Source: an optimization exercise on an open RTL-to-GDS flow (aim: small area and few clock cycles). Production flows keep margins and buffers that such runs may drop.
Where RTL was checked, it was by simulation tests only, not by an equivalence proof against the original.
Power is estimated from default activity; no workload was simulated.

== build 68 ==
// eppe_page_engine
module eppe_page_engine (
    input  wire        clk,
    input  wire        rst,
    input  wire        cmd_valid,
    output wire        cmd_ready,
    input  wire [2:0]  cmd_op,
    input  wire [2:0]  cmd_arg,
    input  wire [15:0] cmd_x,
    input  wire [15:0] cmd_y,
    input  wire [15:0] cmd_w,
    input  wire [15:0] cmd_h,
    output wire        out_valid,
    input  wire        out_ready,
    output wire [7:0]  out_data,
    output wire [15:0] page,
    output wire [1:0]  rot,
    output wire        mirror,
    output wire        win_part,
    output wire [15:0] win_x,
    output wire [15:0] win_y,
    output wire [15:0] win_w,
    output wire [15:0] win_h,
    output wire [1:0]  diag
);
Size in the first run: roughly 2300 cells after synthesis, about 710 flip-flops, ~170 I/O pins.
Settings: LEC_CHECK=0, CAP_MARGIN=10, CORE_MARGIN=2, CORE_UTILIZATION=70, SLEW_MARGIN=10, SYNTH_HIERARCHICAL=1, SYNTH_MINIMUM_KEEP_SIZE=0; clock period 20.0 ns.
standard.sh (not shown) runs the stock make flow with config.mk's settings and CLKGATE_MAP_FILE= SYNTH_SCRIPT=/design/flow/synth_recipe.tcl, a recipe that flattens the netlist after the stock synthesis.
==> flow/flow/run.sh <==
#!/bin/bash
# The standard layout, with two changes:
#  - input and output ports get the smallest buffer (buf_1);
#  - clock tree synthesis uses no dummy loads and larger sink clusters.
set -euo pipefail
export BUFFER_PORTS_ARGS="-buffer_cell sky130_fd_sc_hd__buf_1"
export CTS_ARGS="-sink_clustering_enable -repair_clock_nets -dont_use_dummy_load -buf_list {sky130_fd_sc_hd__clkbuf_8 sky130_fd_sc_hd__clkbuf_16} -sink_clustering_size 16 -sink_clustering_max_diameter 60"
bash standard.sh > make_flow.log 2>&1
No stage failed in build 68, and the final checks on the layout all came back clean.
Testbench counts of build 68, summed over its fixed seeds: cycles 22,098.
Input-level comparison between build 18 and build 68:
Settings: swapping 10 for 0 in SLEW_MARGIN; swapping 10 for 0 in CAP_MARGIN.
==> flow/flow/run.sh <==
#!/bin/bash
# The standard layout, with two changes:
#  - input and output ports get the smallest buffer (buf_1);
#  - clock tree synthesis uses no dummy loads and larger sink clusters.
set -euo pipefail
export BUFFER_PORTS_ARGS="-buffer_cell sky130_fd_sc_hd__buf_1"
export CTS_ARGS="-sink_clustering_enable -repair_clock_nets -dont_use_dummy_load -sink_clustering_size 28 -sink_clustering_max_diameter 84"
bash standard.sh > make_flow.log 2>&1
Notes after the runs:
- Build 18: critical path depth in cells lower than build 68
- Looking at library cell contributing the largest single delay on the critical path, the sky130_fd_sc_hd__mux2i_1 result is from build 18; the sky130_fd_sc_hd__a21oi_1 one comes from build 68.
- Comparing build 68 and build 18, first-pass GRT wire length is lower on build 18.
- Build 18 gives less global-route usage than build 68 did.
- The maximum frequency in build 18 sits 0.00096 GHz below the value recorded for build 68.
Modified inputs, build 90 compared to build 18
Settings: changing CORE_UTILIZATION from 70 to 55; changing SLEW_MARGIN from 0 to 10; changing CAP_MARGIN from 0 to 10.
Notes after the runs:
Via count improves in build 90 relative to build 18.
Build 90 against build 18: switching part of the total power saw little to no change; shortest clock period the worst path allows after layout now sits lower.
[compare] base=build 18 new=build 90: wire length of the first global-routing pass shows no meaningful change, wire length reported by the detailed router shows an increase of about 1.7%.
For build 50, these inputs were changed with respect to build 90:
Settings: a change of CORE_UTILIZATION from 55 to 70.
### Flow results
Delta (build 50 minus build 90): global-route met2 utilization went up; insertion delay to the later sink of the worst-skew pair went up 40 ps; final cycle utilization of the critical path +0.27 points.
A highest metal layer used by the detailed router of met4 is what build 90 shows, while met5 belongs to build 50.
Taking build 90 as the reference point, the post-route core utilization of build 50 rises by 16 points.
For share of layout cells above drive strength 1, build 90 and build 50 come out practically identical.
Build 50 did not stop at any stage, and its layout met the timing, design-rule and antenna checks.
Longest individual stage delay on the worst path (higher): build 50
Build 50 against build 90; top achievable clock speed is down slightly.


Another version of the RTL of eppe_page_engine (not shown whole).
Size: roughly 170 I/O pins.
Settings: LEC_CHECK=0, CAP_MARGIN=20, CORE_MARGIN=2, CORE_UTILIZATION=40, SLEW_MARGIN=40, SYNTH_HIERARCHICAL=1, SYNTH_MINIMUM_KEEP_SIZE=0; clock period 20.0 ns.
run.sh (not shown) runs the stock make flow with config.mk's settings and CLKGATE_MAP_FILE= SYNTH_SCRIPT=/design/flow/synth_recipe.tcl, a recipe that flattens the netlist after the stock synthesis.
Stock flow here: none of the scripts above is used.
Then changed:
==> flow/flow/run.sh (new file) <==
#!/bin/bash
# The standard layout, with two changes:
#  - input and output ports get the smallest buffer (buf_1);
#  - clock tree synthesis uses no dummy loads and larger sink clusters.
set -euo pipefail
export BUFFER_PORTS_ARGS="-buffer_cell sky130_fd_sc_hd__buf_1"
export CTS_ARGS="-sink_clustering_enable -repair_clock_nets -dont_use_dummy_load -sink_clustering_size 28 -sink_clustering_max_diameter 84"
bash standard.sh > make_flow.log 2>&1
==> flow/standard.sh (new file) <==
#!/bin/bash
# synth_recipe.tcl (not shown) runs the flow's synth.tcl, then flattens the netlist and writes it again
# the make line also repeats each setting of config.mk as NAME=value (left out here)
make -C /OpenROAD-flow-scripts/flow DESIGN_CONFIG=/design/flow/config.mk WORK_HOME=/design/flow/orfs CLKGATE_MAP_FILE= SYNTH_SCRIPT=/design/flow/synth_recipe.tcl "${@:-finish}"
removed: flow/run.sh
Effect:
- The new run passed the timing, design-rule and antenna checks
- sequential power is about the same
- non-clock buffer count is higher by 1
- synthesized cell count stays the same
- total power fell by 20%
- count of clock-buffer cells in the layout went down by 65
- sequential share of layout area rises by 4.0 points
- design area falls by 7.8%
- combinational power is lower by 4.0%
- wire length decreases by 3.8%
- hold slack is worse by 48 ps
- worst setup slack improves by 500 ps
Then changed:
==> flow/run.sh (new file) <==
#!/bin/bash
# synth_recipe.tcl (not shown) runs the flow's synth.tcl, then flattens the netlist and writes it again
# the make line also repeats each setting of config.mk as NAME=value (left out here)
make -C /OpenROAD-flow-scripts/flow DESIGN_CONFIG=/design/flow/config.mk WORK_HOME=/design/flow/orfs CLKGATE_MAP_FILE= SYNTH_SCRIPT=/design/flow/synth_recipe.tcl finish
--- a/flow/config.mk
+++ b/flow/config.mk
@@ -10,2 +10,4 @@
 export CORE_UTILIZATION = 40
+export CTS_CLUSTER_DIAMETER = 72
+export CTS_CLUSTER_SIZE = 24
 export SLEW_MARGIN = 40
removed: flow/flow/run.sh
removed: flow/standard.sh
The new run passed the timing, design-rule and antenna checks.
Utilization came out higher by 1.7 points.
Register-to-register slack got worse by 210 ps.
Clock-buffer cell count rose by 12.
Wire length grows by 2.5%.
Then changed:
--- a/flow/config.mk
+++ b/flow/config.mk
@@ -10,4 +10,4 @@
 export CORE_UTILIZATION = 40
-export CTS_CLUSTER_DIAMETER = 72
-export CTS_CLUSTER_SIZE = 24
+export CTS_CLUSTER_DIAMETER = 84
+export CTS_CLUSTER_SIZE = 28
 export SLEW_MARGIN = 40
Design area falls slightly; setup slack improved by 72 ps; register-to-register slack improved by 20 ps; clock power falls by roughly a tenth; maximum frequency rises slightly.
No run of this note included a check of the RTL's function; only the layout flow was run.

## port drivers added, routing unchanged
The flow's constraints put no driver on any port. The routed layouts listed below were extracted and timed again, unchanged, in two steps. Step 1, drivers: a clkbuf_16 drives clk and a buf_2 each remaining input, both assumed. Step 2 adds t to the input delays and takes it off the output delays; t is the mean of the earliest and latest rising clock arrival at the registers after step 1. Input paths then give back, and output paths get back, about the clock's delay inside the block. a / b / c = ideal ports / drivers / drivers and shift; a / b = the first two.
| run | t, ns | slack for setup (ns) | hold WS [ns] | worst setup path after step 2 | worst register clock-pin slew, ns |
|---|---|---|---|---|---|
| build 68 | 0.641 | 7.180 / 7.158 / 7.158 | 0.276 / 0.276 / 0.276 | input to output | 0.07 / 0.07 |
| build 18 | 0.649 | 7.020 / 6.997 / 6.997 | 0.273 / 0.273 / 0.273 | input to output | 0.11 / 0.11 |
| build 90 | 0.603 | 7.243 / 7.220 / 7.096 | 0.286 / 0.286 / 0.286 | input to register | 0.11 / 0.11 |
| build 50 | 0.649 | 7.188 / 7.167 / 7.167 | 0.272 / 0.272 / 0.272 | input to output | 0.11 / 0.11 |
| the first run of note 2 | 0.651 | 5.745 / 5.780 / 5.130 | 0.313 / 0.313 / 0.313 | input to register | 0.06 / 0.06 |
| the second run of note 2 | 0.651 | 6.245 / 6.279 / 5.628 | 0.265 / 0.265 / 0.265 | input to register | 0.11 / 0.11 |
| the third run of note 2 | 0.637 | 5.688 / 5.722 / 5.085 | 0.307 / 0.307 / 0.307 | input to register | 0.10 / 0.10 |
| the fourth run of note 2 | 0.678 | 5.759 / 5.792 / 5.114 | 0.312 / 0.312 / 0.312 | input to register | 0.12 / 0.12 |
After both steps every run listed still meets setup and hold. For the fourth run of note 2, which loses most, drivers alone change the setup slack by +0.033 ns; drivers and shift together by -0.645 ns.
